Source: an optimization exercise on an open RTL-to-GDS flow (aim: small area, a short achievable clock period and few clock cycles). Production flows keep margins and buffers that such runs may drop. Function was not checked in any run shown here: the RTL went through the layout flow alone. Power figures rest on the tool's default switching activity, not on a simulated workload.

===== flow/config.mk =====
export PLATFORM = sky130hd
export DESIGN_NAME = frame_rx
export DESIGN_NICKNAME = frame_rx
export VERILOG_FILES = /design/flow/design.v
export SDC_FILE = /design/flow/constraint.sdc
export NUM_CORES = 4
export LEC_CHECK = 0
export CAP_MARGIN = 20
export CORE_MARGIN = 2
export CORE_UTILIZATION = 40
export PLACE_DENSITY = 0.6
export SETUP_SLACK_MARGIN = 5
export SLEW_MARGIN = 20

===== flow/constraint.sdc =====
create_clock -name core_clock -period 8.0 [get_ports {clk}]
set_input_delay 1.6000 -clock core_clock [delete_from_list [all_inputs] [get_ports {clk}]]
set_output_delay 1.6000 -clock core_clock [all_outputs]
set_load 0.01 [all_outputs]

===== flow/design.v =====
module frame_rx (
    input  wire        clk,
    input  wire        rst,
    input  wire        in_valid,
    input  wire [7:0]  in_data,
    output wire        in_ready,
    output wire        o_valid,
    input  wire        o_ready,
    output wire [1:0]  o_kind,    
    output wire [15:0] o_pn,
    output wire [7:0]  o_type,
    output wire [5:0]  o_len,
    output wire [31:0] o_sid,
    output wire [15:0] o_tf,
    output wire [15:0] o_fi,
    output wire [7:0]  o_data,
    output wire        o_last
);
    localparam RING = 52;
    function [15:0] crc_byte;
        input [15:0] c_in;
        input [7:0]  b;
        integer k;
        reg [15:0] c;
        begin
            c = c_in ^ {b, 8'h00};
            for (k = 0; k < 8; k = k + 1)
                c = c[15] ? ((c << 1) ^ 16'h1021) : (c << 1);
            crc_byte = c;
        end
    endfunction
    function [15:0] crc_drop;
        input [7:0] b;
        integer k;
        reg [15:0] c;
        begin
            c = crc_byte(16'h0000, b);
            for (k = 0; k < 13; k = k + 1)
                c = crc_byte(c, 8'h00);
            crc_drop = c;
        end
    endfunction
    localparam [15:0] ROLL_CONST = 16'h8166;
    function [5:0] inc;
        input [5:0] x;
        inc = (x == RING - 1) ? 6'd0 : x + 6'd1;
    endfunction
    function [5:0] addm;
        input [5:0] x;
        input [5:0] d;
        reg [6:0] s;
        begin
            s = {1'b0, x} + {1'b0, d};
            if (s >= 2 * RING)
                s = s - 2 * RING;
            else if (s >= RING)
                s = s - RING;
            addm = s[5:0];
        end
    endfunction
    function [5:0] subm;
        input [5:0] a;
        input [5:0] b;
        reg [6:0] s;
        begin
            s = {1'b0, a} - {1'b0, b};
            subm = s[6] ? s + RING : s[5:0];
        end
    endfunction
    reg [7:0]  ring [0:RING-1];
    reg [5:0]  wp;         
    reg [5:0]  h;          
    reg [5:0]  r;          
    reg [7:0]  rb;         
    reg        rbv;
    reg [5:0]  j;          
    reg        drop;       
    reg [7:0]  w [0:12];   
    reg [15:0] wcrc;       
    reg [15:0] ccrc;       
    reg        lo_ok;
    reg        pv_le;      
    reg        fnd;        
    reg [5:0]  fj;         
    reg        rdy;
    reg [7:0]  ib;         
    reg        ibv;
    reg        ov;
    reg [1:0]  okind;
    reg [7:0]  odata;
    reg        olast;
    reg [5:0]  p;          
    reg [5:0]  pc;         
    integer i;
    reg  [5:0] hj;         
    reg  [5:0] f;          
    wire [5:0] used    = subm(wp, f);
    assign in_ready    = rdy;
    wire       acc_in  = in_valid & rdy;
    wire       avail   = (r != wp);
    wire [7:0] pbyte   = ring[p];
    wire       fire    = ov & o_ready;
    wire       last_ev = (okind == 2'd2) || (okind == 2'd0 && pc == 6'd0) ||
                         (okind == 2'd1 && olast);
    wire       can_job = ~ov | (o_ready & last_ev);
    wire       wfree   = ~(ov && okind != 2'd1) | o_ready;
    wire       ps_bad  = (w[4] != 8'd0) || (w[3] > 8'd49);
    wire [5:0] ps      = w[3][5:0];
    wire [5:0] jlo     = ps + 6'd13;     
    wire [5:0] jhi     = ps + 6'd14;     
    wire [15:0] cur    = (j == 6'd13) ? wcrc : ccrc;
    wire       crc_ok  = lo_ok && (rb == ccrc[15:8]);
    wire       t_le4   = (w[2] <= 8'd4);
    wire       t_le1   = (w[2] <= 8'd1);
    wire       in_fill = (j < 6'd13);
    wire       sliding = (j == 6'd13) && (drop || ps_bad);
    wire       do_fill = in_fill && rbv && wfree;
    wire       do_slide = sliding && rbv;
    wire       in_cont = !in_fill && !sliding;
    wire       at_end  = in_cont && (j == jhi);
    wire       emit_h  = crc_ok && t_le4;
    wire       emit_n  = !crc_ok && t_le1;
    wire       do_cont = in_cont && rbv && !at_end;
    wire       do_end  = at_end && rbv && (!(emit_h || emit_n) || can_job);
    wire       do_emit = do_end && (emit_h || emit_n);
    wire       rewind  = do_end && !(emit_h || emit_n);
    wire       le_prev = (j == 6'd13) ? (w[12] <= 8'd49) : pv_le;
    wire       fnd_eff = (j != 6'd13) && fnd;
    reg        early;
    integer    e;
    always @* begin
        early = 1'b0;
        for (e = 1; e <= 8; e = e + 1)
            if (w[e+4] == 8'd0 && w[e+3] <= 8'd49)
                early = 1'b1;
    end
    wire [5:0] tgt     = fnd_eff ? fj : ps + 6'd10;
    wire       jump    = rewind && !early && (tgt > 6'd13);
    wire [5:0] jpos    = addm(h, tgt);
    wire       take    = do_fill || do_slide || do_cont || do_end;
    wire [15:0] fill_crc = crc_byte((j == 6'd0) ? 16'hFFFF : wcrc, rb);
    wire [15:0] roll_crc = crc_byte(wcrc, rb) ^ crc_drop(w[0]) ^ ROLL_CONST;
    wire       pay_next = fire && (okind == 2'd1 && !olast || okind == 2'd0 && pc != 6'd0);
    wire       job_next = do_emit ? emit_h :
                          fire ? pay_next : (ov && okind != 2'd2);
    wire [5:0] p_next   = do_emit ? addm(h, 6'd13) : pay_next ? inc(p) : p;
    wire [5:0] hj_next  = (do_fill || do_slide) ? inc(hj) : do_emit ? r :
                          jump ? jpos : hj;
    wire [5:0] f_next   = job_next ? p_next : hj_next;
    always @(posedge clk) begin
        ib <= in_data;
        if (ibv)
            ring[wp] <= ib;
    end
    always @(posedge clk) begin
        if (do_fill || do_slide) begin
            for (i = 0; i < 12; i = i + 1)
                w[i] <= w[i+1];
            w[12] <= rb;
        end
    end
    always @(posedge clk) begin
        if ((take || !rbv) && avail && !rewind)
            rb <= ring[r];
    end
    always @(posedge clk) begin
        if (rst) begin
            wp    <= 6'd0;
            h     <= 6'd0;
            hj    <= 6'd0;
            f     <= 6'd0;
            r     <= 6'd0;
            rbv   <= 1'b0;
            ibv   <= 1'b0;
            j     <= 6'd0;
            drop  <= 1'b0;
            wcrc  <= 16'hFFFF;
            ccrc  <= 16'hFFFF;
            lo_ok <= 1'b0;
            rdy   <= 1'b0;
            ov    <= 1'b0;
            okind <= 2'd0;
            odata <= 8'd0;
            olast <= 1'b0;
            p     <= 6'd0;
            pc    <= 6'd0;
        end else begin
            ibv <= acc_in;
            if (ibv)
                wp <= inc(wp);
            rdy <= (used + ibv + acc_in <= RING - 2);
            if (jump) begin
                r   <= jpos;
                rbv <= 1'b0;
            end else if (rewind) begin
                r   <= addm(h, 6'd13);
                rbv <= 1'b0;
            end else if ((take || !rbv) && avail) begin
                r   <= inc(r);
                rbv <= 1'b1;
            end else if (take) begin
                rbv <= 1'b0;
            end
            if (do_fill) begin
                wcrc <= fill_crc;
                j    <= j + 6'd1;
            end
            if (do_slide) begin
                wcrc <= roll_crc;
                h    <= inc(h);
                drop <= 1'b0;
            end
            if (do_cont) begin
                pv_le <= (rb <= 8'd49);
                if (!fnd_eff && le_prev && rb == 8'd0) begin
                    fnd <= 1'b1;
                    fj  <= j - 6'd4;
                end else if (j == 6'd13) begin
                    fnd <= 1'b0;
                end
                ccrc <= (j < jlo) ? crc_byte(cur, rb) : cur;
                if (j == jlo)
                    lo_ok <= (rb == cur[7:0]);
                j <= j + 6'd1;
            end
            if (do_end) begin
                if (do_emit) begin
                    h <= r;
                    j <= 6'd0;
                end else if (jump) begin
                    h    <= jpos;
                    j    <= 6'd0;
                end else begin
                    drop <= 1'b1;
                    j    <= 6'd13;
                end
            end
            hj <= hj_next;
            f  <= f_next;
            if (fire) begin
                if (okind == 2'd1 && !olast || okind == 2'd0 && pc != 6'd0) begin
                    okind <= 2'd1;
                    odata <= pbyte;
                    olast <= (pc == 6'd1);
                    p     <= inc(p);
                    pc    <= pc - 6'd1;
                end else begin
                    ov <= 1'b0;
                end
            end
            if (do_emit) begin
                ov    <= 1'b1;
                okind <= emit_h ? 2'd0 : 2'd2;
                p     <= addm(h, 6'd13);
                pc    <= ps;
            end
        end
    end
    assign o_valid = ov;
    assign o_kind  = okind;
    assign o_pn    = {w[1], w[0]};
    assign o_type  = w[2];
    assign o_len   = w[3][5:0];
    assign o_sid   = {w[8], w[7], w[6], w[5]};
    assign o_tf    = {w[10], w[9]};
    assign o_fi    = {w[12], w[11]};
    assign o_data  = odata;
    assign o_last  = olast;
endmodule

===== flow/run.sh =====
#!/bin/bash
# synth_recipe.tcl (not shown) runs the flow's synth.tcl, then flattens the netlist and writes it again
# the make line also repeats each setting of config.mk as NAME=value (left out here)
make -C /OpenROAD-flow-scripts/flow DESIGN_CONFIG=/design/flow/config.mk WORK_HOME=/design/flow/orfs CLKGATE_MAP_FILE= SYNTH_SCRIPT=/design/flow/synth_recipe.tcl finish

==> results of run 1 <==
[sequential cells by signal (all words and copies together) (netlist names), 2 cells and up]
register and cells:
okind 2, r 6, rb 8, hj 6, f 6, ccrc 16, w 104, wp 6
h 6, pc 6, ring 416, wcrc 16, fj 6, odata 8, j 6, p 6
ib 8
[logic make-up (layout without fill, tap and decap cells)]
kind of cell,after synthesis,after routing,synth area share
DFF,641,641,0.572
and+or+nand+nor,460,461,0.0695
muxes,309,309,0.204
AOI/OAI and AO/OA,255,258,0.0541
buffers and inverters,197,518,0.0257
xor gates and xnor gates,189,189,0.0524
adders and majority gates,55,55,0.0223
other,0,1,0
[layer usage]
layer	up-vias	routed length, µm	share of wire	GRT usage
met5	-	0	0	0
met2	940	45200	0.49	0.370
met4	0	3100	0.034	0.0766
li1	8854	-	-	-
met1	10515	35500	0.39	0.288
met3	183	7440	0.082	0.0466
[worst register-to-register path, delay by kind of cell (launching register included)]
family | cells | cell delay (ns)
AO/OA/AOI/OAI | 4 | 0.79
buffers and inverters | 3 | 0.39
multiplexers | 2 | 0.57
adder cells (fa/ha/maj) | 4 | 0.86
flip-flops | 1 | 0.35
AND/OR/NAND/NOR | 4 | 0.43
XOR/XNOR | 1 | 0.21
[synthesized netlist by cell type (all sizes together) (6+ instances only)]
| master | count | area share |
|---|---|---|
| o21ai | 56 | 0.0088 |
| xnor2 | 134 | 0.037 |
| a21boi | 6 | 0.0014 |
| nand4 | 10 | 0.0020 |
| nand3b | 9 | 0.0021 |
| o31ai | 11 | 0.0028 |
| a211oi | 16 | 0.0038 |
| o22ai | 8 | 0.0016 |
| dfxtp | 105 | 0.066 |
| inv | 48 | 0.0057 |
| xor2 | 54 | 0.015 |
| mux4 | 272 | 0.19 |
| edfxtp | 536 | 0.51 |
| ha | 52 | 0.020 |
| mux2 | 9 | 0.0032 |
| a21oi | 54 | 0.0088 |
| a21o | 7 | 0.0017 |
| nor3b | 7 | 0.0020 |
| nor2 | 149 | 0.018 |
| nor4 | 16 | 0.0031 |
| or3 | 7 | 0.0015 |
| o2111ai | 6 | 0.0017 |
| nand3 | 28 | 0.0044 |
| buf | 45 | 0.0078 |
| nand2 | 123 | 0.015 |
| o211ai | 28 | 0.0066 |
| nand2b | 7 | 0.0014 |
| clkbuf | 104 | 0.012 |
| and3 | 12 | 0.0024 |
| a31oi | 13 | 0.0026 |
| and2 | 11 | 0.0022 |
| mux2i | 28 | 0.0088 |
| nor3 | 53 | 0.0083 |
[final cells by class]
cell class                      count  area [µm²]
Clock inverter                     42         596
Multi-Input combinational cell   1272       13800
Timing Repair Buffer              335        3130
Inverter                           48         200
Fill cell                        6622       39700
Antenna cell                        1        2.50
Clock buffer                       93        1950
Sequential cell                   641       18200
Tap cell                         1050        1310
[worst paths after layout]
kind / start / endpoint / slack (ns)
hold / removal: w[1][0] / w[0][0] / 0.45
hold reg to reg: w[1][0] / w[0][0] / 0.45
setup reg to reg: j[1] / f[3] / 4.27
setup / recovery: j[1] / f[3] / 4.27
[through the flow]
stage / std cells / power, µW
global placement: 3153 / 8460
finish: 3482 / 12500
floorplan: 2106 / 7200
CTS: 3432 / 12400
global route: 3481 / 13000
detailed placement: 3153 / 8480
[power by group through the flow]
stage / Sequential [µW] / Clock [µW] / Combinational, µW
finish: 4390 / 3560 / 4550
global route: 4430 / 3750 / 4850
CTS: 4410 / 3610 / 4340
detailed placement: 4630 / 0 / 3850
global placement: 4630 / 0 / 3830
floorplan: 4410 / 0 / 2790
[placed cells by master, fill, tap and decap left out, types with 13 or more instances in the layout]
cell | Yosys | routed
o211ai_1 | 28 | 28
o21ai_0 | 52 | 38
clkinv_1 | 0 | 15
nand2_1 | 123 | 116
clkbuf_1 | 104 | 17
clkdlybuf4s15_1 | 0 | 17
ha_1 | 52 | 34
a31oi_1 | 13 | 13
nor2_2 | 2 | 19
mux4_2 | 272 | 272
mux2i_1 | 28 | 25
clkbuf_16 | 0 | 75
dfxtp_2 | 0 | 14
nor3_1 | 53 | 45
buf_6 | 4 | 42
dfxtp_1 | 105 | 82
xnor2_1 | 134 | 131
dlygate4sd2_1 | 0 | 83
xor2_1 | 54 | 52
edfxtp_1 | 536 | 536
ha_4 | 0 | 14
nand3_1 | 28 | 24
a21oi_1 | 53 | 40
nor2_1 | 146 | 121
inv_1 | 48 | 38
buf_4 | 10 | 158
nor4_1 | 16 | 15
o21ai_1 | 4 | 14
[timing repair]
item                       CTS  global route
setup endpoints to repair  306           202
buffers inserted           138            47
hold endpoints to repair     0             0
hold buffers                 0             0
pin swaps                   44            45
gates cloned                 6             1
gates resized for setup    259           109
==> run summary, run 1 <==
- Final cycle utilization of the critical path: 0.466
- Slowest-stage cell, CP: fa_2
- Final #Nets: between 2,000 and 2,500
- Worst-path cell chain: inv_4 -> ha_4 -> nand4bb_4 -> buf_12 -> nand2_8 -> mux2_4 -> ha_4 -> fa_2 -> buf_4 -> xor2_4 -> ha_4 -> nand2_2 -> o31a_1 -> o21a_1 -> mux2i_1 -> nand3_2 -> a21boi_2 -> o32ai_1
- Yosys warning count: 2
- GRT Total Usage: 0.222
- Cells after Synth: roughly 2,100
- Port bufs: about 120
- Place WS: ~3.3 ns
- Finished Cell Area: between 30,000 and 40,000 µm²
- Maxcap violations: 0
- Achievable frequency: between 200 and 300 MHz
- Worst slew pin tran: ~1.2 ns
- Net Sw Power: 4140 µW
- Synth cell types: between 80 and 90
- Clock sink count: around 640
- Worst Setup End Kind: flip-flop
- Crit Path Max Fanout: 6
- Die area: 81,900 µm²
- DP Wirelength: about 56,000 µm
- GPL Wtd Cong: roughly 0.89
- Post-DP Area: 34,200 µm²
- Clock latency (worst-skew pair): around 0.65 ns
- Overflow after GRT: 0
- RSZ-0062 raised after global routing: yes
- Syn_area_per_cell: between 15 and 20 µm²
- Post-synth design cell area: 31,800 µm²
- Clock Skews: around 0.030 ns
- Sequential area share after synthesis: 0.572
- Max-slew violations: 0
- Die Y: roughly 290 µm
- Drt pass-1 iters: 7
- Number of remaining DRC errors: 0
- Initial antenna violation count: 1
- Leak: ~0.013 µW
- Combinational power share: 0.364
- Largest net degree at the start of global routing: between 60 and 70
- Critical Path Stages: 18
- Worst-path clk slew: approximately 0.060 ns
- Final critical-path required period: 3.73 ns
- Clock network power share: 0.285
- Die Wd: around 290 µm
- Outcome: complete, no violations
- Number of synthesized flops with an enable pin: 536
- Num CTS Buffers: 74
- Ys async rst share: 0
- Post-detailed-routing wire length: roughly 90,000 µm
- Final Hold Vio Count: 0
- Post-route ant nets: 0
- # setup viols final: 0
- Layout area overhead: 23.1%
- Hold Path Stages: 0
- H-Tree Depth: 3
- Switching share of power: 0.331
- Drt wl/cell: approximately 26 µm
- Setup crit start kind: flip-flop
- Rel. slew slack: 0.222
- Vias in the first global route: approximately 21,000
- Net count after synthesis: between 2,000 and 2,500
- First-pass GRT wire length: roughly 130,000 µm
- Most frequent CP cell: ha_4
- Top delay family on crit path: adder cells
- Final core utilization: 0.497
- Share of power burned in registers: 0.351
- Min-delay worst type: reg2reg
- CP Buf/Inv Count: 3
- Setup TNS: 0 ns
- Synth Register Bits: between 600 and 700
- VDD IR max: around 0.17 mV
- Pint: around 8400 µW
- Initial Util: 0.404
- DR iter-0 viols: between 1,500 and 2,000
- Worst path max stage delay: 0.37 ns
- Vias: 20,492
- Clock Root Buffer: clkbuf_16
- Fin worst setup slack: approximately 4.3 ns
- Setup CP Type: reg2reg
- Clk buf depth: 3
- Layout cell share with drive strength beyond 1: 0.328
- Worst hold slack: around 0.45 ns
- CTS tree: done
- Worst Path Required: ~8.5 ns
- Row count: about 100
- Core area: ~80,000 µm²
- DR vias/cell: 5.89
- Dominant synthesized flop cell: edfxtp_1
- Worst-case reg-to-reg path depth: 18
- PwrDens: 319 nW/µm²
- Total I/O pin count: 119
- Crit path DAT: roughly 4.2 ns
==> inputs of run 2 (changes only) <==
--- a/flow/design.v
+++ b/flow/design.v
@@ -176,12 +176,4 @@
             drop  <= 1'b0;
-            wcrc  <= 16'hFFFF;
-            ccrc  <= 16'hFFFF;
-            lo_ok <= 1'b0;
             rdy   <= 1'b0;
             ov    <= 1'b0;
-            okind <= 2'd0;
-            odata <= 8'd0;
-            olast <= 1'b0;
-            p     <= 6'd0;
-            pc    <= 6'd0;
         end else begin
==> run summary, run 2 <==
- Die Y: around 290 µm
- Crit path DAT: ~4.4 ns
- CTS tree: done
- Final cycle utilization of the critical path: 0.486
- Vias: between 20,000 and 25,000
- DR iter-0 viols: 2,068
- Overflow after GRT: 0
- Pint: about 8500 µW
- GPL Wtd Cong: 0.866
- Clock Skews: around 0.02 ns
- DP Wirelength: 57,100 µm
- Initial antenna violation count: 1
- Post-synthesis compound-gate area fraction: 0.0458
- Multiplexer share of the synthesized area: 0.206
- Clock Root Buffer: clkbuf_16
- Yosys top cell by area: edfxtp_1
- Layout area overhead: 21.3%
- Setup crit start kind: flip-flop
- Rel. slew slack: 0.222
- Adder-cell share of the synthesized area: 0.0223
- Number of synthesized flops with an enable pin: just under 600
- Most common cell in the netlist: edfxtp_1
- Final Hold Vio Count: 0
- DR vias/cell: a little under 6
- Sequential area share after synthesis: 0.588
- RSZ-0062 raised after global routing: yes
- Drt wl/cell: about 27 µm
- Final #Nets: between 2,000 and 2,500
- Power Total: between 10,000 and 15,000 µW
- Worst Setup End Kind: flip-flop
- Max reg flops: between 400 and 500
- Synth cell count leaders: edfxtp_1, mux4_2, nor2_1
- Net Sw Power: 4270 µW
- Clock latency (worst-skew pair): about 0.62 ns
- VDD IR max: approximately 0.20 mV
- Cells after Synth: ~2,000
- Total I/O pin count: about 120
- Final core utilization: 0.490
- Dominant synthesized flop cell: edfxtp_1
- Net count after synthesis: roughly 2,100
- PwrDens: about 330 nW/µm²
- Share of power burned in registers: 0.353
- Row count: between 100 and 150
- Most frequent cells in the layout: edfxtp_1, mux4_2, buf_4
- Clock sink count: roughly 640
- Multi-input combinational cell area: ~13,000 µm²
- Crit Path Max Fanout: 6
- Die Wd: approximately 290 µm
- Clk buf depth: 3
- Post-Synth XOR/XNOR Area: 0.0482
- Setup TNS: 0 ns
- Outcome: complete, no violations
- Vias in the first global route: 20,385
- Worst slew pin tran: 1.16 ns
- Post-detailed-routing wire length: between 90,000 and 100,000 µm
- Post-route ant nets: 0
- Synth Register Bits: approximately 640
- Max-slew violations: 0
- Worst Path Required: approximately 8.5 ns
- Commonest non-fill, non-tap cell in the layout: edfxtp_1
- Biggest regs: ring (416), w (104)
- H-Tree Depth: 3
- Post-synth top area share: 0.557
- Final critical-path required period: approximately 4 ns
- Synth cell types: 82
- Initial Util: 0.404
- Area contributors post-synth: edfxtp_1, mux4_2, xnor2_1
- Layout cell share with drive strength beyond 1: 0.323
- Combinational power share: 0.386
- Maxcap violations: 0
- Achievable frequency: 257 MHz
- Seq. cell area: between 15,000 and 20,000 µm²
- Ys async rst share: 0
- Drt pass-1 iters: 8
- Num CTS Buffers: 73
- Clock network power share: 0.261
- Die area: approximately 82,000 µm²
- Leak: ~0.013 µW
- GRT Total Usage: 0.223
- Syn_area_per_cell: between 15 and 20 µm²
- Switching share of power: 0.334
- # setup viols final: 0
- First-pass GRT wire length: approximately 130,000 µm
- Post-synth design cell area: between 30,000 and 40,000 µm²
- Main combinational cell family by area after synthesis: multiplexers
- Fin worst setup slack: a little over 4 ns
- Largest reg by FF count: ring
- Min-delay worst type: reg2reg
- Setup CP Type: reg2reg
- Place WS: about 3 ns
- Port bufs: 118
- Ant. Diodes: 0
- Core area: ~80,000 µm²
- Hold Buf Count CTS: 0
- Fill count: between 6,000 and 7,000
- Largest net degree at the start of global routing: 74
- Number of remaining DRC errors: 0
- Worst-path clk slew: ~0.06 ns
- Yosys warning count: 2
- Simple-Gate Fraction of Synth Area: 0.0650
-- run 2: changes by cell type in the layout (fill, tap and decap cells not counted), sizes merged, moves of 15 or more --
cell    previous run  this run
dfxtp            105        49
a21oi             54        69
o21ai             56        40
nand2            123       100
edfxtp           536       592
o211ai            28         3
-- run 2: worst max-delay path: stages (launching register included) --
cell and delay, ns:
dfxtp_4 0.35, inv_4 0.06, ha_4 0.12, nand4bb_1 0.12
buf_6 0.16, nand2_8 0.08, mux2_4 0.31, ha_4 0.17
fa_2 0.37, a211oi_4 0.26, nor3b_2 0.11, nor2_4 0.18
inv_1 0.06, ha_2 0.20, a211oi_2 0.53, nand2_1 0.20
o311ai_4 0.13, and4_4 0.28, a21oi_1 0.06
-- run 2: power by group through the flow --
| stage | combinational, µW | clock [µW] | sequential (µW) |
|---|---|---|---|
| 2_1_floorplan | 3060 | 0 | 4530 |
| 3_3_place_gp | 4080 | 0 | 4780 |
| 3_5_place_dp | 4140 | 0 | 4790 |
| 4_1_cts | 4760 | 3400 | 4530 |
| 5_1_grt | 5290 | 3520 | 4550 |
| 6_report | 4930 | 3340 | 4520 |
-- run 2: final cells by class --
type | instances | share of cell area
clock inverters | 41 | 0.0118
inverters | 54 | 0.00601
clock buffers | 90 | 0.0494
flip-flops and latches | 641 | 0.486
repair buffers | 323 | 0.0745
well taps | 1050 | 0.0339
repair inverters | 3 | 0.000711
multi-input cells | 1195 | 0.337
-- run 2: path summary, 6_finish.rpt --
check | end | cells after the start | slack [ns] | startpoint
max | f[4] | 18 | 4.11 | j[1]
min | w[0][5] | 0 | 0.45 | w[1][5]
max reg2reg | f[4] | 18 | 4.11 | j[1]
min reg2reg | w[0][5] | 0 | 0.45 | w[1][5]
-- run 2: kinds of logic (layout without fill, tap and decap cells) --
group                      Yosys count  in the layout
adders and majority gates           55             55
AOI/OAI and AO/OA                  219            219
buffers and inverters              189            511
DFF                                641            641
xor gates and xnor gates           173            173
and+or+nand+nor                    427            430
muxes                              317            318
-- run 2: stage by stage --
step / instance area (µm²) / instances / hold WS (ns)
after floorplan: 32100 / 2021 / 0.421
after global placement: 34300 / 3083 / 0.438
after detailed placement: 34300 / 3086 / 0.439
after CTS: 38000 / 3345 / 0.449
after global routing: 38700 / 3397 / 0.466
final: 38700 / 3397 / 0.446
-- run 2: repair_timing --
action,CTS,global route
setup endpoints to repair,335,203
gates cloned,5,4
setup buffers,123,48
gates resized for setup,276,88
pin swaps,35,22
-- run 2: per-layer routing --
| metal | routed length (µm) | vias up | track usage |
|---|---|---|---|
| met2 | 48000 | 848 | 0.397 |
| met4 | 3350 | 2 | 0.0747 |
| met3 | 5660 | 206 | 0.0335 |
| met5 | 7 | - | 0 |
| li1 | - | 8596 | - |
| met1 | 35200 | 10494 | 0.278 |
==> inputs of run 3 (changes only) <==
--- a/flow/design.v
+++ b/flow/design.v
@@ -83,3 +83,4 @@
     reg        fnd;        
-    reg [5:0]  fj;         
+    reg [5:0]  fjp;        
+    reg        fjfar;      
     reg        rdy;
@@ -97,2 +98,4 @@
     wire [5:0] used    = subm(wp, f);
+    wire       rdy0    = (used + ibv <= RING - 2);
+    wire       rdy1    = (used + ibv <= RING - 3);
     assign in_ready    = rdy;
@@ -136,5 +139,6 @@
     end
-    wire [5:0] tgt     = fnd_eff ? fj : ps + 6'd10;
-    wire       jump    = rewind && !early && (tgt > 6'd13);
-    wire [5:0] jpos    = addm(h, tgt);
+    wire [5:0] r5      = subm(r, 6'd5);
+    wire       jfar    = fnd_eff ? fjfar : (ps > 6'd3);
+    wire       jump    = rewind && !early && jfar;
+    wire [5:0] jpos    = fnd_eff ? fjp : r5;
     wire       take    = do_fill || do_slide || do_cont || do_end;
@@ -182,3 +186,3 @@
                 wp <= inc(wp);
-            rdy <= (used + ibv + acc_in <= RING - 2);
+            rdy <= acc_in ? rdy1 : rdy0;
             if (jump) begin
@@ -207,4 +211,5 @@
                 if (!fnd_eff && le_prev && rb == 8'd0) begin
-                    fnd <= 1'b1;
-                    fj  <= j - 6'd4;
+                    fnd   <= 1'b1;
+                    fjp   <= r5;
+                    fjfar <= (j > 6'd17);
                 end else if (j == 6'd13) begin
==> run summary, run 3 <==
- Yosys warning count: 2
- Cells after Synth: around 2,000
- Critical Path Stages: 10
- First-pass GRT wire length: 130,000 µm
- Largest net degree at the start of global routing: 62
- Clk buf depth: 3
- PwrDens: between 300 and 400 nW/µm²
- Clock Skews: about 0.029 ns
- Number of remaining DRC errors: 0
- Synth cell types: 80
- Outcome: complete, no violations
- Die Y: 285 µm
- Most frequent cells in the layout: edfxtp_1, mux4_2, nor2_1
- Drt pass-1 iters: 5
- Top delay family on crit path: simple AND/OR/NAND/NOR gates
- Die area: 81,000 µm²
- Worst Setup End Kind: flip-flop
- Min-delay worst type: reg2reg
- Max-slew violations: 0
- Overflow after GRT: 0
- DP Wirelength: approximately 55,000 µm
- Ys async rst share: 0
- Post-synth design cell area: around 31,000 µm²
- Post-DP Area: roughly 34,000 µm²
- Achievable frequency: 336 MHz
- Worst-path clk slew: 0.06 ns
- Yosys top cell by area: edfxtp_1
- Area contributors post-synth: edfxtp_1, mux4_2, dfxtp_1
- VDD IR max: about 0.17 mV
- Most common cell in the netlist: edfxtp_1
- Num CTS Buffers: 70
- Initial Util: 0.405
- Setup CP Type: reg2reg
- Slowest-stage cell, CP: or4_4
- Port bufs: roughly 120
- Synth Register Bits: 642
- Final critical-path required period: 2.98 ns
- Final Hold Vio Count: 0
- Biggest regs: ring (416), w (104)
- Leak: 0.0125 µW
- Core area: a little under 80,000 µm²
- Post-synth top area share: 0.565
- GRT Total Usage: 0.216
- Dominant synthesized flop cell: edfxtp_1
- Rel. slew slack: 0.216
- Vias: 19,596
- Worst-case reg-to-reg path depth: 10
- Maxcap violations: 0
- RSZ-0062 raised after global routing: yes
- Fin worst setup slack: roughly 5 ns
- Largest reg by FF count: ring
- Net count after synthesis: between 2,000 and 2,500
- Worst path max stage delay: approximately 0.56 ns
- Initial antenna violation count: 2
- Clock latency (worst-skew pair): 0.64 ns
- Final cycle utilization of the critical path: 0.372
- Synth cell count leaders: edfxtp_1, mux4_2, nor2_1
- Crit path DAT: between 3 and 4 ns
- DR vias/cell: about 5.9
- Worst-path cell chain: or4_4 -> or3b_4 -> nor4_4 -> o21ba_4 -> nor3_4 -> buf_6 -> inv_12 -> buf_4 -> mux2_2 -> a22o_1
- Total I/O pin count: 119
- Layout area overhead: 20.6%
- Number of synthesized flops with an enable pin: a little under 600
- # setup viols final: 0
- CP Buf/Inv Count: 3
- GPL Wtd Cong: approximately 0.87
- Post-route ant nets: 0
- Worst Path Required: between 8 and 9 ns
- Final #Nets: roughly 2,300
- Commonest non-fill, non-tap cell in the layout: edfxtp_1
- Worst slew pin tran: 1.17 ns
- Post-detailed-routing wire length: about 90,000 µm
- Hold Buf Count CTS: 0
- Syn_area_per_cell: roughly 16 µm²
- CTS tree: done
- Final core utilization: 0.489
- Clock sink count: between 600 and 700
- Vias in the first global route: around 20,000
- Clock Root Buffer: clkbuf_16
- FF-to-FF setup slack: ~5 ns
- Layout cell share with drive strength beyond 1: 0.300
- H-Tree Depth: 3
- Die Wd: about 280 µm
- Drt wl/cell: between 20 and 30 µm
- Place WS: around 3.1 ns
- Crit Path Max Fanout: 8
- Max reg flops: around 420
- DR iter-0 viols: 2,098
- Setup TNS: 0 ns
- Hold Path Stages: 0
- Fill count: ~6,500
- Sequential area share after synthesis: 0.597
- Finished Cell Area: 38,000 µm²
- Row count: between 100 and 150
- Setup crit start kind: flip-flop
run 3: cell count changes after synthesis, sizes merged, moves of 13 or more:
cell	previous run	this run
mux4	272	256
xnor2	122	107
nor2b	8	21
inv	53	39
mux2	8	22
ha	52	39
run 3: worst reg2reg max path, cell delays in order (launching register included):
cell and delay, ns:
edfxtp_1 0.40, or4_4 0.56, or3b_4 0.43, nor4_4 0.23
o21ba_4 0.23, nor3_4 0.20, buf_6 0.16, inv_12 0.05
buf_4 0.14, mux2_2 0.26, a22o_1 0.20
run 3: routing by layer:
layer | global-route usage | vias up | part of all wire
met5 | 0 | - | 0.00015
met4 | 0.0724 | 2 | 0.031
met3 | 0.0413 | 162 | 0.076
met2 | 0.355 | 869 | 0.49
met1 | 0.289 | 10156 | 0.40
li1 | - | 8407 | -
run 3: final cells by class:
class,instances,area (µm²),area share
tap,1040,1300,0.0343
antenna,2,5.00,0.000132
timing repair buffer,283,2700,0.0709
sequential,642,18800,0.496
clock inverter,42,522,0.0137
inverter,39,163,0.00428
multi-input combinational,1186,12600,0.333
timing repair inverter,3,23.8,0.000626
clock buffer,85,1820,0.0479
run 3: worst paths after layout:
kind                 from  endpoint
hold / removal    w[1][1]   w[0][1]
setup reg to reg  w[2][4]      f[4]
setup / recovery  w[2][4]      f[4]
hold reg to reg   w[1][1]   w[0][1]
run 3: power by group:
part / switching [µW] / internal [µW]
logic: 2070 / 1790
registers: 306 / 4150
clock network: 1370 / 1930
total: 3750 / 7880
run 3: cell families after synthesis:
| logic type | synth area share |
|---|---|
| adders and majority gates | 0.0161 |
| muxes | 0.201 |
| and+or+nand+nor | 0.0649 |
| xor gates and xnor gates | 0.0482 |
| buffers and inverters | 0.0222 |
| DFF | 0.597 |
| AOI/OAI and AO/OA | 0.0509 |
run 3: stage by stage:
step / hold slack [ns] / std cells / power, µW
after floorplan: 0.424 / 1996 / 6930
after global placement: 0.443 / 3054 / 7990
after global routing: 0.454 / 3320 / 12200
final: 0.445 / 3322 / 11600
after detailed placement: 0.434 / 3055 / 8030
after CTS: 0.451 / 3286 / 11600
run 3: repair_timing:
item,in CTS,in global routing
setup endpoints to repair,334,183
cloned,9,3
setup buffers,95,31
gates resized for setup,231,75
pin swaps,24,23
hold endpoints to repair,0,0
==> inputs of run 4 (changes only) <==
--- a/flow/design.v
+++ b/flow/design.v
@@ -53,7 +53,3 @@
             s = {1'b0, x} + {1'b0, d};
-            if (s >= 2 * RING)
-                s = s - 2 * RING;
-            else if (s >= RING)
-                s = s - RING;
-            addm = s[5:0];
+            addm = (s >= RING) ? s - RING : s[5:0];
         end
@@ -86,4 +82,2 @@
     reg        rdy;
-    reg [7:0]  ib;         
-    reg        ibv;
     reg        ov;
@@ -98,4 +92,2 @@
     wire [5:0] used    = subm(wp, f);
-    wire       rdy0    = (used + ibv <= RING - 2);
-    wire       rdy1    = (used + ibv <= RING - 3);
     assign in_ready    = rdy;
@@ -154,5 +146,4 @@
     always @(posedge clk) begin
-        ib <= in_data;
-        if (ibv)
-            ring[wp] <= ib;
+        if (acc_in)
+            ring[wp] <= in_data;
     end
@@ -177,12 +168,18 @@
             rbv   <= 1'b0;
-            ibv   <= 1'b0;
             j     <= 6'd0;
             drop  <= 1'b0;
+            wcrc  <= 16'hFFFF;
+            ccrc  <= 16'hFFFF;
+            lo_ok <= 1'b0;
             rdy   <= 1'b0;
             ov    <= 1'b0;
+            okind <= 2'd0;
+            odata <= 8'd0;
+            olast <= 1'b0;
+            p     <= 6'd0;
+            pc    <= 6'd0;
         end else begin
-            ibv <= acc_in;
-            if (ibv)
+            if (acc_in)
                 wp <= inc(wp);
-            rdy <= acc_in ? rdy1 : rdy0;
+            rdy <= (used <= RING - 3) || (used == RING - 2 && !acc_in);
             if (jump) begin
==> run summary, run 4 <==
- Cells after Synth: just over 2,000
- Final cycle utilization of the critical path: 0.382
- Worst slew pin tran: approximately 1.1 ns
- Worst Path Required: ~8.3 ns
- Crit path DAT: between 3 and 4 ns
- Hold_sp: w[1][4]
- Initial Util: 0.403
- Peak-usage layer in the global routing report: met2
- Most frequent cells in the layout: edfxtp_1, mux4_2, buf_4
- Ys async rst share: 0
- Biggest regs: ring (416), w (104)
- Met2 Use GR: 0.360
- FF-to-FF Start: r[0]
- Max reg flops: between 400 and 500
- First-pass GRT wire length: about 130,000 µm
- Hold path endpoint: w[0][4]
- GRT Total Usage: 0.222
- Final non-filler cell total: 3,380
- Number of remaining DRC errors: 0
- Yosys warning count: 2
- Largest reg by FF count: ring
- Most common cell in the netlist: edfxtp_1
- Layout cell share with drive strength beyond 1: 0.320
- Drt pass-1 iters: 5
- Vias: around 20,000
- Final critical-path required period: roughly 3 ns
- Global-route track usage on met1: 0.300
- Die area: roughly 80,000 µm²
- Clock Skews: between 0.02 and 0.025 ns
- RSZ-0062 raised after global routing: yes
- Final core utilization: 0.492
- Worst-case reg-to-reg path depth: 7
- Final Hold Vio Count: 0
- Total I/O pin count: between 100 and 150
- Syn_area_per_cell: 15.1 µm²
- Fill count: ~6,500
- Reg2Reg Capture Point: rb[0]
- DR vias/cell: a little under 6
- DR iter-0 viols: just under 2,000
- Worst-path clk slew: roughly 0.06 ns
- Layout area overhead: 22.1%
- Row count: a little over 100
- DP Wirelength: around 57,000 µm
- Setup TNS: 0 ns
- Num CTS Buffers: a little over 70
- Clock sink count: approximately 630
- Achievable frequency: about 330 MHz
- PwrDens: between 300 and 400 nW/µm²
- Crit Path Max Fanout: 11
- Worst-path cell chain: buf_4 -> buf_16 -> mux4_2 -> mux4_2 -> and2_1 -> a211oi_1 -> a31oi_1
- Sequential area share after synthesis: 0.580
- VDD IR max: between 0.2 and 0.25 mV
- Largest net degree at the start of global routing: 73
- Leak: ~0.012 µW
- Post-route ant nets: 0
- Worst path max stage delay: 0.56 ns
- Setup CP Type: reg2reg
- Overflow after GRT: 0
- Synth Register Bits: between 600 and 700
- Max-slew violations: 0
- Inst Count DP: 3,100
- Vias in the first global route: 19,978
- Synth cell count leaders: edfxtp_1, mux4_2, nor2_1
- Fin worst setup slack: around 4.9 ns
- Outcome: complete, no violations
- Commonest non-fill, non-tap cell in the layout: edfxtp_1
- Number of synthesized flops with an enable pin: around 540
- Worst Setup End Kind: flip-flop
- Most frequent CP cell: mux4_2
- Post-synth top area share: 0.518
- Core area: between 70,000 and 80,000 µm²
- Yosys top cell by area: edfxtp_1
- GPL Wtd Cong: between 0.8 and 0.9
- Final #Nets: between 2,000 and 2,500
- Worst hold slack: between 0.4 and 0.5 ns
- Drt wl/cell: ~27 µm
- Port bufs: approximately 120
- Hold Path Stages: 0
- Post-detailed-routing wire length: 90,400 µm
- Post-synth design cell area: between 30,000 and 40,000 µm²
- H-Tree Depth: 3
- Clock latency (worst-skew pair): approximately 0.63 ns
- Min-delay worst type: reg2reg
- FF-to-FF setup slack: approximately 5 ns
- Maxcap violations: 0
- Slowest-stage cell, CP: mux4_2
- Dominant synthesized flop cell: edfxtp_1
- Place WS: approximately 2.9 ns
- Die Wd: roughly 280 µm
- Die Y: between 200 and 300 µm
- Synth cell types: 84
- # setup viols final: 0
- Initial antenna violation count: 3
- Area contributors post-synth: edfxtp_1, mux4_2, dfxtp_1
- Clock Root Buffer: clkbuf_16
- CTS tree: done
- Rel. slew slack: 0.288
- Setup crit start kind: flip-flop
- Clk buf depth: 3
- Net count after synthesis: around 2,100
- Met3 Resource Use GR: 0.0413
==> run 4: cell types whose count changed in the layout (fill, tap and decap cells not counted), sizes merged, moves of 8 or more <==
cell,delta
o211ai,+8
dlygate4sd2,+13
and2,+8
mux2i,-9
clkdlybuf4s15,-12
buf,+18
nand2,+15
clkdlybuf4s50,-9
dfxtp,+47
edfxtp,-56
==> run 4: power breakdown <==
group          total [µW]  internal, µW  switching (µW)
logic                3870          1810            2060
registers            4290          3980             315
clock network        3300          1940            1350
total               11500          7730            3730
==> run 4: kinds of logic after synthesis <==
family                   synth area share
multiplexers                        0.202
AO/OA/AOI/OAI                      0.0602
AND/OR/NAND/NOR                    0.0714
XOR/XNOR                           0.0481
buffers and inverters              0.0240
flip-flops                          0.580
adder cells (fa/ha/maj)            0.0143
==> run 4: area by class of cell <==
type                       count  area, µm²  area share
multi-input combinational   1250      13300       0.349
sequential                   633      18100       0.476
inverter                      37        159     0.00418
timing repair inverter         3       22.5    0.000592
timing repair buffer         291       2860      0.0753
clock inverter                33        360     0.00948
antenna                        1       2.50   0.0000658
tap                         1040       1300      0.0342
clock buffer                  92       1970      0.0518
==> run 4: per-layer routing <==
metal / vias to the layer above / wire [µm]
li1: 8633 / -
met1: 10294 / 36700
met2: 971 / 43500
met3: 172 / 6840
met4: 4 / 3280
met5: - / 26
==> run 4: what timing repair did <==
action | 4_1_cts | 5_1_grt
gates resized for setup | 309 | 81
setup buffers | 117 | 28
gates cloned | 5 | 3
pin swaps | 33 | 22
hold buffers | 0 | 0
endpoints found under the setup margin | 726 | 163
==> run 4: worst max-delay path by stage <==
| stage | slack [ns] | cells past startpoint | end | startpoint |
|---|---|---|---|---|
| 2_1_floorplan | 3.72 | 8 | f[1] | o_ready |
| 3_3_place_gp | 3.00 | 7 | w[5][2] | o_ready |
| 3_5_place_dp | 2.88 | 7 | w[6][2] | o_ready |
| 4_1_cts | 4.91 | 8 | f[1] | rb[1] |
| 5_1_grt | 4.89 | 11 | f[2] | j[1] |
| 6_report | 4.94 | 7 | rb[0] | r[0] |
==> run 4: worst max-delay path, delay by kind of cell (launching register included) <==
family                 cells  cell delay [ns]
buffers and inverters      2             0.39
muxes                      2             1.03
AOI/OAI and AO/OA          2             0.61
DFF                        1             0.55
and+or+nand+nor            1             0.17
==> run 4: per-stage QoR <==
step           total power (µW)  instance area, µm²
3_5_place_dp               7840               33300
5_1_grt                   11900               38000
4_1_cts                   11400               37400
6_report                  11500               38000
2_1_floorplan              6710               31300
3_3_place_gp               7810               33300
==> inputs of run 5 (changes only) <==
--- a/flow/design.v
+++ b/flow/design.v
@@ -71,3 +71,5 @@
     reg        rbv;
-    reg [5:0]  j;          
+    reg [3:0]  j;          
+    reg        incont;     
+    reg [5:0]  left;       
     reg        drop;       
@@ -77,6 +79,2 @@
     reg        lo_ok;
-    reg        pv_le;      
-    reg        fnd;        
-    reg [5:0]  fjp;        
-    reg        fjfar;      
     reg        rdy;
@@ -103,5 +101,6 @@
     wire [5:0] ps      = w[3][5:0];
-    wire [5:0] jlo     = ps + 6'd13;     
-    wire [5:0] jhi     = ps + 6'd14;     
-    wire [15:0] cur    = (j == 6'd13) ? wcrc : ccrc;
+    wire       is_end  = incont && (left == 6'd0);
+    wire       is_lo   = incont ? (left == 6'd1) : (ps == 6'd0);
+    wire       is_crc  = incont ? (left > 6'd1) : (ps != 6'd0);
+    wire [15:0] cur    = incont ? ccrc : wcrc;
     wire       crc_ok  = lo_ok && (rb == ccrc[15:8]);
@@ -109,4 +108,4 @@
     wire       t_le1   = (w[2] <= 8'd1);
-    wire       in_fill = (j < 6'd13);
-    wire       sliding = (j == 6'd13) && (drop || ps_bad);
+    wire       in_fill = (j != 4'd13);
+    wire       sliding = !in_fill && !incont && (drop || ps_bad);
     wire       do_fill = in_fill && rbv && wfree;
@@ -114,3 +113,3 @@
     wire       in_cont = !in_fill && !sliding;
-    wire       at_end  = in_cont && (j == jhi);
+    wire       at_end  = in_cont && is_end;
     wire       emit_h  = crc_ok && t_le4;
@@ -121,19 +120,6 @@
     wire       rewind  = do_end && !(emit_h || emit_n);
-    wire       le_prev = (j == 6'd13) ? (w[12] <= 8'd49) : pv_le;
-    wire       fnd_eff = (j != 6'd13) && fnd;
-    reg        early;
-    integer    e;
-    always @* begin
-        early = 1'b0;
-        for (e = 1; e <= 8; e = e + 1)
-            if (w[e+4] == 8'd0 && w[e+3] <= 8'd49)
-                early = 1'b1;
-    end
-    wire [5:0] r5      = subm(r, 6'd5);
-    wire       jfar    = fnd_eff ? fjfar : (ps > 6'd3);
-    wire       jump    = rewind && !early && jfar;
-    wire [5:0] jpos    = fnd_eff ? fjp : r5;
     wire       take    = do_fill || do_slide || do_cont || do_end;
-    wire [15:0] fill_crc = crc_byte((j == 6'd0) ? 16'hFFFF : wcrc, rb);
-    wire [15:0] roll_crc = crc_byte(wcrc, rb) ^ crc_drop(w[0]) ^ ROLL_CONST;
+    wire [15:0] crc_in   = (in_fill && j == 4'd0) ? 16'hFFFF : cur;
+    wire [15:0] crc_nx   = crc_byte(crc_in, rb);
+    wire [15:0] roll_crc = crc_nx ^ crc_drop(w[0]) ^ ROLL_CONST;
     wire       pay_next = fire && (okind == 2'd1 && !olast || okind == 2'd0 && pc != 6'd0);
@@ -142,4 +128,3 @@
     wire [5:0] p_next   = do_emit ? addm(h, 6'd13) : pay_next ? inc(p) : p;
-    wire [5:0] hj_next  = (do_fill || do_slide) ? inc(hj) : do_emit ? r :
-                          jump ? jpos : hj;
+    wire [5:0] hj_next  = (do_fill || do_slide) ? inc(hj) : do_emit ? r : hj;
     wire [5:0] f_next   = job_next ? p_next : hj_next;
@@ -168,14 +153,7 @@
             rbv   <= 1'b0;
-            j     <= 6'd0;
+            j     <= 4'd0;
+            incont <= 1'b0;
             drop  <= 1'b0;
-            wcrc  <= 16'hFFFF;
-            ccrc  <= 16'hFFFF;
-            lo_ok <= 1'b0;
             rdy   <= 1'b0;
             ov    <= 1'b0;
-            okind <= 2'd0;
-            odata <= 8'd0;
-            olast <= 1'b0;
-            p     <= 6'd0;
-            pc    <= 6'd0;
         end else begin
@@ -184,6 +162,3 @@
             rdy <= (used <= RING - 3) || (used == RING - 2 && !acc_in);
-            if (jump) begin
-                r   <= jpos;
-                rbv <= 1'b0;
-            end else if (rewind) begin
+            if (rewind) begin
                 r   <= addm(h, 6'd13);
@@ -197,4 +172,4 @@
             if (do_fill) begin
-                wcrc <= fill_crc;
-                j    <= j + 6'd1;
+                wcrc <= crc_nx;
+                j    <= j + 4'd1;
             end
@@ -206,14 +181,7 @@
             if (do_cont) begin
-                pv_le <= (rb <= 8'd49);
-                if (!fnd_eff && le_prev && rb == 8'd0) begin
-                    fnd   <= 1'b1;
-                    fjp   <= r5;
-                    fjfar <= (j > 6'd17);
-                end else if (j == 6'd13) begin
-                    fnd <= 1'b0;
-                end
-                ccrc <= (j < jlo) ? crc_byte(cur, rb) : cur;
-                if (j == jlo)
+                ccrc <= is_crc ? crc_nx : cur;
+                if (is_lo)
                     lo_ok <= (rb == cur[7:0]);
-                j <= j + 6'd1;
+                incont <= 1'b1;
+                left   <= incont ? left - 6'd1 : ps;
             end
@@ -222,10 +190,7 @@
                     h <= r;
-                    j <= 6'd0;
-                end else if (jump) begin
-                    h    <= jpos;
-                    j    <= 6'd0;
+                    j <= 4'd0;
                 end else begin
                     drop <= 1'b1;
-                    j    <= 6'd13;
                 end
+                incont <= 1'b0;
             end
==> run summary, run 5 <==
- Outcome: complete, no violations
- Drt pass-1 iters: 5
- Post-route ant nets: 0
- Die Wd: ~280 µm
- Clock sink count: 629
- Core area: around 73,000 µm²
- Clock Skews: between 0.04 and 0.05 ns
- Final critical-path required period: between 2 and 3 ns
- Net count after synthesis: ~1,700
- Largest net degree at the start of global routing: a little under 90
- Crit path DAT: about 1.4 ns
- Vias in the first global route: 17,064
- Initial Util: 0.404
- Layout cell share with drive strength beyond 1: 0.301
- Number of remaining DRC errors: 0
- Maxcap violations: 0
- Synth cell types: 66
- CTS tree: done
- Clock Root Buffer: clkbuf_16
- Total I/O pin count: 119
- Syn_area_per_cell: 17.3 µm²
- Setup TNS: 0 ns
- Top delay family on crit path: flip-flops
- Port bufs: ~120
- Synth cell count leaders: edfxtp_1, mux4_2, nor2_1
- Final #Nets: approximately 1,900
- Worst-path cell chain: dlygate4sd2_1
- Post-synth design cell area: 29,400 µm²
- Setup CP Type: reg2out
- Most frequent cells in the layout: edfxtp_1, mux4_2, dlygate4sd2_1
- Num CTS Buffers: 70
- Clk buf depth: 3
- Row count: a little under 100
- Worst hold slack: between 0.4 and 0.5 ns
- Biggest regs: ring (416), w (104)
- First-pass GRT wire length: 115,000 µm
- # setup viols final: 0
- Worst path max stage delay: 0.44 ns
- Die Y: approximately 280 µm
- Dominant synthesized flop cell: edfxtp_1
- Achievable frequency: roughly 340 MHz
- Overflow after GRT: 0
- Max reg flops: between 400 and 500
- Crit Path Max Fanout: 3
- Die area: 75,700 µm²
- Final cycle utilization of the critical path: 0.372
- Synth Register Bits: about 630
- PwrDens: about 280 nW/µm²
- Largest reg by FF count: ring
- Max-slew violations: 0
- Area contributors post-synth: edfxtp_1, mux4_2, dfxtp_1
- DP Wirelength: 49,900 µm
- Worst-path clk slew: 0.06 ns
- DR vias/cell: just under 6
- Most common cell in the netlist: edfxtp_1
- Post-synth top area share: 0.603
- Rel. slew slack: 0.291
- Yosys top cell by area: edfxtp_1
- VDD IR max: 0.234 mV
- Leak: 0.0113 µW
- Vias: between 15,000 and 20,000
- GRT Total Usage: 0.208
- Final core utilization: 0.483
- Layout area overhead: 19.8%
- Sequential area share after synthesis: 0.629
- Fill count: between 6,000 and 7,000
- Initial antenna violation count: 3
- Slowest-stage cell, CP: edfxtp_1
- Drt wl/cell: 27.0 µm
- Worst Path Required: around 6.4 ns
- Seq. cell area: 18,500 µm²
- RSZ-0062 raised after global routing: yes
- Multi-input combinational cell area: 10,900 µm²
- Ys async rst share: 0
- CP Buf/Inv Count: 1
- Setup crit start kind: flip-flop
- GPL Wtd Cong: between 0.8 and 0.9
- Final Hold Vio Count: 0
- Worst slew pin tran: 1.06 ns
- Commonest non-fill, non-tap cell in the layout: edfxtp_1
- Yosys warning count: 2
- Post-detailed-routing wire length: a little under 80,000 µm
- Clock latency (worst-skew pair): around 0.63 ns
- H-Tree Depth: 3
- Number of synthesized flops with an enable pin: between 500 and 600
- Min-delay worst type: reg2reg
- Worst Setup End Kind: primary output
- Cells after Synth: around 1,700
- DR iter-0 viols: 1,753
## run 5: worst paths after layout
kind / end / slack (ns) / cells past startpoint / start
hold / removal: w[10][5] / 0.44 / 0 / w[11][5]
setup / recovery: o_type[7] / 5.02 / 1 / w[2][7]
hold reg to reg: w[10][5] / 0.44 / 0 / w[11][5]
setup reg to reg: odata[3] / 5.07 / 5 / p[1]
## run 5: final cells by class
type	instances	share of cell area
Antenna cell	2	0.000142
Clock buffer	79	0.0507
Clock inverter	49	0.0154
Inverter	27	0.00313
Multi-Input combinational cell	932	0.311
Sequential cell	629	0.526
Tap cell	959	0.0341
Timing Repair Buffer	209	0.0600
Timing Repair inverter	1	0.000142
## run 5: power breakdown
part / total [µW] / switching, µW / internal, µW
Combinational: 2570 / 1360 / 1200
Sequential: 4180 / 194 / 3980
Clock: 3260 / 1370 / 1890
Total: 10000 / 2930 / 7080
## run 5: what timing repair did
item                                    in CTS  in global routing
hold buffers                                 0                  0
buffers inserted                            47                 15
endpoints found under the setup margin     690                131
gates resized for setup                    257                 18
pin swaps                                    7                 10
cloned                                       6                  0
## run 5: kinds of logic after synthesis
kind of cell	count (synthesis)	synth area share
compound gates	123	0.0273
fa+ha+maj	23	0.0100
mux	306	0.220
buf+inv	138	0.0188
flops	629	0.629
simple gates	351	0.0561
xor+xnor	129	0.0384
## run 5: layer usage
| layer | GRT usage | up-vias | part of all wire |
|---|---|---|---|
| li1 | - | 7196 | - |
| met5 | 0 | - | 0.00015 |
| met4 | 0.0647 | 2 | 0.024 |
| met3 | 0.0497 | 116 | 0.085 |
| met2 | 0.330 | 739 | 0.48 |
| met1 | 0.284 | 8786 | 0.41 |
## run 5: through the flow
step	total power (µW)	cells	setup WS (ns)	area (µm²)
finish	10000	2887	5.02	35200
global route	10400	2885	4.93	35200
CTS	10100	2868	5.00	34900
detailed placement	6680	2687	3.46	31600
global placement	6650	2686	3.54	31600
floorplan	5860	1699	3.70	29500
==> inputs of run 6 (changes only) <==
--- a/flow/config.mk
+++ b/flow/config.mk
@@ -10,2 +10,4 @@
 export CORE_UTILIZATION = 40
+export CTS_CLUSTER_DIAMETER = 100
+export CTS_CLUSTER_SIZE = 30
 export PLACE_DENSITY = 0.6
==> run summary, run 6 <==
- PwrDens: between 200 and 300 nW/µm²
- Layout area overhead: 14.8%
- Clock sink count: 629
- Achievable frequency: roughly 330 MHz
- Cells after Synth: roughly 1,700
- Core area: between 70,000 and 80,000 µm²
- Overflow after GRT: 0
- Drt wl/cell: 27.4 µm
- Most frequent CP cell: nand2_2
- Vias in the first global route: ~17,000
- Final cycle utilization of the critical path: 0.374
- Max reg flops: between 400 and 500
- Crit Path Max Fanout: 8
- Final core utilization: 0.463
- Layout cell share with drive strength beyond 1: 0.282
- Worst slew pin tran: 1.11 ns
- Die Y: approximately 280 µm
- Largest net degree at the start of global routing: slightly below 90
- DP Wirelength: approximately 50,000 µm
- GPL Wtd Cong: just over 0.8
- Fin worst setup slack: 5.01 ns
- Most common cell in the netlist: edfxtp_1
- Post-synth top area share: 0.603
- Clk buf depth: 3
- Worst setup path start: in_valid
- Crit path DAT: approximately 3.3 ns
- Number of remaining DRC errors: 0
- Max-slew violations: 0
- CTS tree: done
- # setup viols final: 0
- Setup CP Type: in2reg
- Clock latency (worst-skew pair): 0.62 ns
- Yosys warning count: 2
- DR iter-0 viols: roughly 1,900
- Synth Register Bits: roughly 630
- Place WS: around 3.5 ns
- Final non-filler cell total: roughly 2,800
- Most frequent cells in the layout: edfxtp_1, mux4_2, dlygate4sd2_1
- Sequential area share after synthesis: 0.629
- Port bufs: 118
- Leak: roughly 0.011 µW
- DR vias/cell: 5.89
- Clock Root Buffer: clkbuf_16
- Vias: ~16,000
- Worst Setup End Kind: flip-flop
- Min-delay worst type: reg2reg
- Post-detailed-routing wire length: 76,600 µm
- Drt pass-1 iters: 5
- Final #Nets: 1,860
- Inst Count DP: around 2,700
- Maxcap violations: 0
- FF-to-FF Start: p[1]
- Total I/O pin count: approximately 120
- Num CTS Buffers: 27
- Area contributors post-synth: edfxtp_1, mux4_2, dfxtp_1
- Setup TNS: 0 ns
- Number of synthesized flops with an enable pin: 590
- Synth cell types: 66
- Yosys top cell by area: edfxtp_1
- GRT Total Usage: 0.201
- Setup crit start kind: input pin
- VDD IR max: between 0.2 and 0.25 mV
- Die area: 75,700 µm²
- Post-synth design cell area: around 29,000 µm²
- Biggest regs: ring (416), w (104)
- Row count: a little under 100
- Largest reg by FF count: ring
- H-Tree Depth: 1
- Syn_area_per_cell: roughly 17 µm²
- Worst Path Required: roughly 8.3 ns
- Initial antenna violation count: 6
- Commonest non-fill, non-tap cell in the layout: edfxtp_1
- Slowest-stage cell, CP: dlygate4sd2_1
- Worst-path clk slew: approximately 0.10 ns
- Dominant synthesized flop cell: edfxtp_1
- Worst path max stage delay: 0.40 ns
- Synth cell count leaders: edfxtp_1, mux4_2, nor2_1
- Ys async rst share: 0
- Worst-path cell chain: dlygate4sd2_1 -> nand2_2 -> nor2_2 -> nand2_2 -> nor2_4
- Rel. slew slack: 0.261
- Final Hold Vio Count: 0
- Clock Skews: ~0.034 ns
- Final critical-path required period: 2.99 ns
- Die Wd: 275 µm
- Worst hold slack: roughly 0.45 ns
- Hold_sp: w[6][1]
- RSZ-0062 raised after global routing: yes
- Post-route ant nets: 0
- First-pass GRT wire length: around 110,000 µm
- Outcome: complete, no violations
- Net count after synthesis: 1,734
- Initial Util: 0.404
==> run 6: power by group <==
group          switching (µW)  total, µW  internal, µW
clock                    1020       1730           704
combinational            1370       2580          1210
sequential                192       4170          3970
total                    2580       8470          5890
==> run 6: worst paths after layout <==
check | slack [ns] | cells after the start | to
max | 5.01 | 5 | ring[48][4]
min | 0.45 | 0 | w[5][1]
max reg2reg | 5.05 | 5 | odata[3]
min reg2reg | 0.45 | 0 | w[5][1]
==> run 6: area by class of cell <==
cell class	count	area, µm²
Antenna cell	2	5.00
Clock inverter	12	175
Clock buffer	27	676
Fill cell	6162	39100
Timing Repair inverter	1	5.00
Sequential cell	629	18500
Tap cell	959	1200
Timing Repair Buffer	207	2130
Inverter	27	110
Multi-Input combinational cell	932	10900
==> run 6: layer usage <==
layer / wire length (µm) / GRT usage / part of all wire
met1: 32300 / 0.288 / 0.42
met2: 37500 / 0.330 / 0.49
met3: 5380 / 0.0285 / 0.070
met4: 1450 / 0.0405 / 0.019
met5: 0 / 0 / 0
==> run 6: timing repair <==
item / in CTS / in global routing
setup endpoints to repair: 690 / 165
cloned: 6 / 1
pin swaps: 10 / 6
hold buffers: 0 / 0
resized for setup: 251 / 28
buffers inserted: 50 / 11
==> run 6: worst max-delay path, delay by kind of cell <==
| family | cells | cell delay, ns |
|---|---|---|
| buffers and inverters | 1 | 0.40 |
| AND/OR/NAND/NOR | 4 | 1.26 |
==> run 6: stage by stage <==
stage,area (µm²),power (µW)
6_report,33700,8470
5_1_grt,33700,8840
4_1_cts,33500,8490
3_5_place_dp,31600,6680
3_3_place_gp,31600,6650
2_1_floorplan,29500,5860
==> run 6: logic make-up after synthesis <==
logic type	share of synthesized area
compound gates	0.0273
buf+inv	0.0188
xor+xnor	0.0384
fa+ha+maj	0.0100
simple gates	0.0561
flops	0.629
mux	0.220
==> inputs of run 7 (changes only) <==
--- a/flow/design.v
+++ b/flow/design.v
@@ -67,3 +67,2 @@
     reg [5:0]  wp;         
-    reg [5:0]  h;          
     reg [5:0]  r;          
@@ -127,3 +126,3 @@
                           fire ? pay_next : (ov && okind != 2'd2);
-    wire [5:0] p_next   = do_emit ? addm(h, 6'd13) : pay_next ? inc(p) : p;
+    wire [5:0] p_next   = do_emit ? hj : pay_next ? inc(p) : p;
     wire [5:0] hj_next  = (do_fill || do_slide) ? inc(hj) : do_emit ? r : hj;
@@ -148,3 +147,2 @@
             wp    <= 6'd0;
-            h     <= 6'd0;
             hj    <= 6'd0;
@@ -163,3 +161,3 @@
             if (rewind) begin
-                r   <= addm(h, 6'd13);
+                r   <= hj;
                 rbv <= 1'b0;
@@ -177,3 +175,2 @@
                 wcrc <= roll_crc;
-                h    <= inc(h);
                 drop <= 1'b0;
@@ -189,3 +186,2 @@
                 if (do_emit) begin
-                    h <= r;
                     j <= 4'd0;
@@ -212,3 +208,3 @@
                 okind <= emit_h ? 2'd0 : 2'd2;
-                p     <= addm(h, 6'd13);
+                p     <= hj;
                 pc    <= ps;
--- a/flow/config.mk
+++ b/flow/config.mk
@@ -10,4 +10,2 @@
 export CORE_UTILIZATION = 40
-export CTS_CLUSTER_DIAMETER = 100
-export CTS_CLUSTER_SIZE = 30
 export PLACE_DENSITY = 0.6
==> run summary, run 7 <==
- Outcome: complete, no violations
- Worst path max stage delay: 0.48 ns
- Global-route track usage on met1: 0.279
- Vias in the first global route: about 17,000
- Overflow after GRT: 0
- Achievable frequency: between 300 and 400 MHz
- Core area: slightly above 70,000 µm²
- Num CTS Buffers: 69
- Hold_sp: w[9][7]
- Peak-usage layer in the global routing report: met2
- Post-detailed-routing wire length: roughly 77,000 µm
- Yosys warning count: 2
- Layout area overhead: 19.4%
- Multi-input combinational cell area: around 10,000 µm²
- Slowest-stage cell, CP: edfxtp_1
- Worst-path clk slew: approximately 0.06 ns
- Crit path DAT: roughly 1.4 ns
- Place WS: 3.54 ns
- Clock Skews: around 0.024 ns
- RSZ-0062 raised after global routing: yes
- Met2 Use GR: 0.351
- Net count after synthesis: about 1,600
- Most frequent cells in the layout: edfxtp_1, mux4_2, dlygate4sd2_1
- Max reg flops: roughly 420
- Die Y: 272 µm
- Initial Util: 0.403
- Maxcap violations: 0
- H-Tree Depth: 3
- Worst-path cell chain: clkdlybuf4s15_1
- # setup viols final: 0
- Fill count: 5,968
- Largest net degree at the start of global routing: 96
- Clk buf depth: 3
- Max-slew violations: 0
- PwrDens: 293 nW/µm²
- GRT Total Usage: 0.211
- Sequential area share after synthesis: 0.640
- Number of synthesized flops with an enable pin: 590
- Row count: between 90 and 100
- GPL Wtd Cong: between 0.8 and 0.9
- First-pass GRT wire length: between 100,000 and 150,000 µm
- Post-synth design cell area: between 20,000 and 30,000 µm²
- Min-delay worst type: reg2reg
- Final cycle utilization of the critical path: 0.372
- Rel. slew slack: 0.285
- Syn_area_per_cell: approximately 18 µm²
- Initial antenna violation count: 2
- VDD IR max: between 0.2 and 0.25 mV
- Drt pass-1 iters: 5
- Synth Register Bits: between 600 and 700
- Synth cell count leaders: edfxtp_1, mux4_2, nor2_1
- Port bufs: 118
- DP Wirelength: between 40,000 and 50,000 µm
- Biggest regs: ring (416), w (104)
- Ys async rst share: 0
- Clock Root Buffer: clkbuf_16
- Crit Path Max Fanout: 1
- Setup TNS: 0 ns
- Drt wl/cell: 27.8 µm
- DR iter-0 viols: between 1,500 and 2,000
- CTS tree: done
- Post-route ant nets: 0
- Setup CP Type: reg2out
- FF-to-FF setup slack: roughly 5 ns
- Clock sink count: slightly above 600
- Number of remaining DRC errors: 0
- Final #Nets: 1,800
- Dominant synthesized flop cell: edfxtp_1
- Commonest non-fill, non-tap cell in the layout: edfxtp_1
- Final critical-path required period: slightly below 3 ns
- DR vias/cell: between 5 and 6
- CP Buf/Inv Count: 1
- Area contributors post-synth: edfxtp_1, mux4_2, dfxtp_1
- Cells after Synth: approximately 1,600
- Worst setup path start: odata[2]
- Worst Setup End Kind: primary output
- FF-to-FF Start: p[1]
- Die area: approximately 74,000 µm²
- Post-synth top area share: 0.617
- Met3 Resource Use GR: 0.0339
- Worst Path Required: between 6 and 7 ns
- Clock latency (worst-skew pair): just over 0.6 ns
- Vias: around 16,000
- Total I/O pin count: approximately 120
- Yosys top cell by area: edfxtp_1
- Synth cell types: 60
- Die Wd: 272 µm
- Worst slew pin tran: roughly 1.1 ns
- Setup crit start kind: flip-flop
- Seq. cell area: 18,400 µm²
- Largest reg by FF count: ring
- Most common cell in the netlist: edfxtp_1
- Final Hold Vio Count: 0
- Top delay family on crit path: flip-flops
- Fin worst setup slack: 5.02 ns
- Leak: ~0.011 µW
- Layout cell share with drive strength beyond 1: 0.313
[run 7: cells by family (layout without fill, tap and decap cells)]
family,Yosys count,count (layout),share of synthesized area
flip-flops,623,623,0.640
AO/OA/AOI/OAI,96,96,0.0213
multiplexers,306,306,0.225
XOR/XNOR,125,125,0.0381
buffers and inverters,132,354,0.0191
other,0,2,0
adder cells (fa/ha/maj),19,19,0.00853
AND/OR/NAND/NOR,295,296,0.0483
[run 7: final timing paths]
path	to	cells past startpoint
hold reg to reg	w[8][7]	0
setup / recovery	o_data[2]	1
hold / removal	w[8][7]	0
setup reg to reg	odata[3]	5
[run 7: per-layer routing]
metal,share of wire,vias to the layer above
met5,0,-
met4,0.038,0
met3,0.065,143
met2,0.50,698
met1,0.40,8550
li1,-,6822
[run 7: layout make-up]
type                    instances  share of cell area
flip-flops and latches        623               0.536
multi-input cells             842               0.300
repair buffers                204              0.0601
clock buffers                  82              0.0545
well taps                     950              0.0346
clock inverters                39              0.0107
inverters                      29             0.00346
diodes                          2            0.000146
[run 7: metrics by stage]
stage | hold slack [ns] | instance area (µm²) | total power, µW | utilization | std cells
after CTS | 0.425 | 34200 | 10100 | 0.479 | 2764
after detailed placement | 0.435 | 30900 | 6930 | 0.433 | 2585
final | 0.435 | 34300 | 10100 | 0.481 | 2771
after global placement | 0.432 | 30900 | 6900 | 0.433 | 2585
after floorplan | 0.424 | 28800 | 6040 | - | 1596
after global routing | 0.448 | 34300 | 10500 | 0.481 | 2769
[run 7: where the power goes]
| group | total (µW) | switching (µW) | leakage, µW | internal, µW |
|---|---|---|---|---|
| Combinational | 2620 | 1410 | 0.00419 | 1210 |
| Clock | 3160 | 1300 | 0.00110 | 1870 |
| Sequential | 4290 | 234 | 0.00562 | 4050 |
| Total | 10100 | 2940 | 0.0109 | 7130 |
[run 7: what timing repair did]
| item | in CTS | in global routing |
|---|---|---|
| buffers inserted | 53 | 2 |
| endpoints found under the hold margin | 0 | 0 |
| pin swaps | 15 | 2 |
| endpoints found under the setup margin | 685 | 408 |
| gates cloned | 5 | 0 |
| resized for setup | 246 | 12 |
| hold buffers | 0 | 0 |

## port drivers added, routing unchanged
The results above use ideal ports. As a check the final layouts listed here were re-extracted and re-timed, cells and wires unchanged. Step 1 (the two cells are an assumption about what drives the block):
set clk [get_ports {clk}]
set_driving_cell -lib_cell sky130_fd_sc_hd__clkbuf_16 $clk
set_driving_cell -lib_cell sky130_fd_sc_hd__buf_2 [delete_from_list [all_inputs] $clk]
Step 2 also shifts input and output timing later by t, the mid clock arrival at the registers, as if the neighbouring blocks saw the same clock. Three values: ideal ports, drivers, drivers and shift; two values: the first two.
run	t, ns	setup WS [ns]	worst setup path at the end
run 1	0.693	4.275 / 4.275 / 3.916	input to register
run 2	0.678	4.114 / 4.114 / 4.114	register to register
run 3	0.679	5.021 / 4.965 / 4.490	input to register
run 4	0.677	4.941 / 4.941 / 4.405	input to register
run 5	0.673	5.021 / 4.956 / 4.429	input to register
run 6	0.662	5.007 / 4.986 / 4.381	input to register
run 7	0.673	5.022 / 4.957 / 4.441	input to register
After both steps setup and hold are still met in every run listed. For run 6, which loses most, drivers alone change the setup slack by -0.021 ns; drivers and shift together by -0.626 ns.
